From an optimization exercise on the open Yosys and OpenROAD flow, aimed at small area; shortcuts taken in it are not production practice. At most, simulation tests tie the RTL to the original design; equivalence was not proved.

Design ca_core, start of the top module:
module ca_core (
    input  wire        clk,
    input  wire        rst,           
    output wire        imem_re,
    output wire [9:0]  imem_addr,
    input  wire [15:0] imem_rdata,
    output wire        dmem_re,
    output wire        dmem_we,
    output wire [15:0] dmem_addr,
    output wire [7:0]  dmem_wdata,
    input  wire [7:0]  dmem_rdata,
    output wire        halted,
    output wire        fault,
    output wire [15:0] fault_pc,
    output wire [15:0] fault_word,
    output wire        eff_valid,
    output wire [15:0] eff_pc,
    output wire        eff_reg_we,
    output wire [5:0]  eff_reg_idx,
    output wire [7:0]  eff_reg_val,
    output wire        eff_mem_we,
    output wire [10:0] eff_mem_addr,
    output wire [7:0]  eff_mem_val,
    output wire        eff_redirect,
    output wire [15:0] eff_target,
    output wire [4:0]  eff_sreg,
    output wire [4:0]  obs_sreg
);
clock: 10.0 ns
lec_check: 0
abc_area: 1
cap_margin: 20
core_margin: 2
core_utilization: 55
gpl_timing_driven: 0
slew_margin: 20
standard.sh (not shown) runs the stock make flow with config.mk's settings and CLKGATE_MAP_FILE= SYNTH_SCRIPT=/design/flow/synth_recipe.tcl, a recipe that flattens the netlist after the stock synthesis.
==> flow/flow/run.sh <==
#!/bin/bash
# The standard layout (standard.sh) with these changes:
#  - synthesis is the standard synthesis except that ABC maps the logic
#    for area with flow/area.abc (flow/synth_area.tcl); registers are mapped
#    exactly as in the standard synthesis; full adders are not extracted
#    (ADDER_MAP_FILE empty), so ABC maps the adders too,
#  - the netlist's buffers are removed at floorplan (REMOVE_ABC_BUFFERS),
#  - ports are buffered with sky130_fd_sc_hd__buf_1,
#  - clock tree synthesis builds larger sink clusters and adds no dummy loads.
# Every tool's output goes to standard.log (ORFS keeps per-step logs too).
set -uo pipefail
here=$(pwd)
export BUFFER_PORTS_ARGS="-buffer_cell sky130_fd_sc_hd__buf_1"
export REMOVE_ABC_BUFFERS=1
export CTS_ARGS="-sink_clustering_enable -repair_clock_nets -dont_use_dummy_load -buf_list sky130_fd_sc_hd__clkbuf_16 -sink_clustering_size 30 -sink_clustering_max_diameter 100"
export AREA_ABC_SCRIPT="$here/flow/area.abc"
sed "s#SYNTH_SCRIPT=[^ ]*#SYNTH_SCRIPT=$here/flow/synth_area.tcl ADDER_MAP_FILE=#" standard.sh > area_standard.sh
if ! grep -q "SYNTH_SCRIPT=$here/flow/synth_area.tcl" area_standard.sh; then
  echo "could not point standard.sh at flow/synth_area.tcl" >&2
  exit 1
fi
bash area_standard.sh > standard.log 2>&1
==> flow/flow/area.abc <==
strash
dch -f
amap
==> flow/flow/synth_area.tcl <==
# The standard synthesis (synth_recipe.tcl), except that ABC maps for
# area with the script in area.abc instead of ORFS's abc_area.script.
proc synth {args} { yosys synth -nofsm -noshare {*}$args }
proc abc {args} {
  set i [lsearch -exact $args -script]
  if {$i >= 0} {
    set args [lreplace $args $i [expr {$i + 1}] -script $::env(AREA_ABC_SCRIPT)]
  }
  yosys abc {*}$args
}
source $::env(SCRIPTS_DIR)/synth.tcl
# left out here: clear keep_hierarchy, flatten, clean up, hide names made inside functions, write 1_2_yosys.v
Edit:
--- a/flow/design.v
+++ b/flow/design.v
@@ -52,16 +52,17 @@
     wire op_ldr  = (op == 4'd10);
     wire op_str  = (op == 4'd11);
     wire rfmt    = op_add | op_sub | op_mul | op_eor | op_br;
     wire invalid = op[3] & op[2];
     wire endw    = (w == 16'h0000);
     wire [7:0] h0 = clr ? 8'h00 : ring0[7:0];
     wire [7:0] h1 = clr ? 8'h00 : ring1[7:0];
-    wire [7:0] a     = rs[5] ? h1 : h0;
-    wire [7:0] bhead = lo[5] ? h1 : h0;
+    wire [7:0] head  = (bvalid ? rs[5] : lo[5]) ? h1 : h0;
+    wire [7:0] a     = head;
+    wire [7:0] bhead = head;
     wire       rs_hit = (cnt == rs[4:0]);
     wire       rt_hit = (cnt == lo[4:0]);
     wire       shift  = op_sal | op_sar;
     wire       big    = lo[5] | lo[4] | lo[3];
     wire [7:0] onehot = big ? 8'h00 : (8'h01 << lo[2:0]);
     wire [7:0] bsrc   = rfmt ? bhead : shift ? onehot : {lo[5], lo[5], lo};
     wire       bready = !rfmt || rt_hit;
Effect: The changed run finished with timing, DRC and antenna clean; via count shrinks by 2.4%; wire length is lower by 3.2%; worst setup slack improved by 0.11 ns; final cell count hardly moves; clock skew falls by 0.011 ns.
For the second run of this note, only the layout was checked, not whether the RTL still works.

static timing again, ports no longer ideal:
Ports are ideal in the flow. The routed layouts listed here were re-timed in OpenROAD.
Step 1 sets driving cells, clkbuf_16 on the clock port and buf_2 on the other inputs (assumed; they add their load-dependent delay and slew).
Step 2 adds t to the input delays and takes it off the output delays; t is the mean of the earliest and latest rising clock arrival at the registers after step 1. Input paths then give back, and output paths get back, about the clock's delay inside the block.
Three values: no drivers, after step 1, after step 2; two values: the first two.
run	t (ns)	setup WS [ns]	latest minus earliest clock arrival (ns)	pins driven straight from the clock port
the first run	0.553	0.288 / 0.250 / 0.250	0.061 / 0.060	1
the second run	0.577	0.394 / 0.345 / 0.345	0.049 / 0.050	1
After both steps every run listed still meets setup and hold. The setup slack of the second run, which loses most, moves by -0.049 ns with the drivers and by -0.049 ns with both steps.
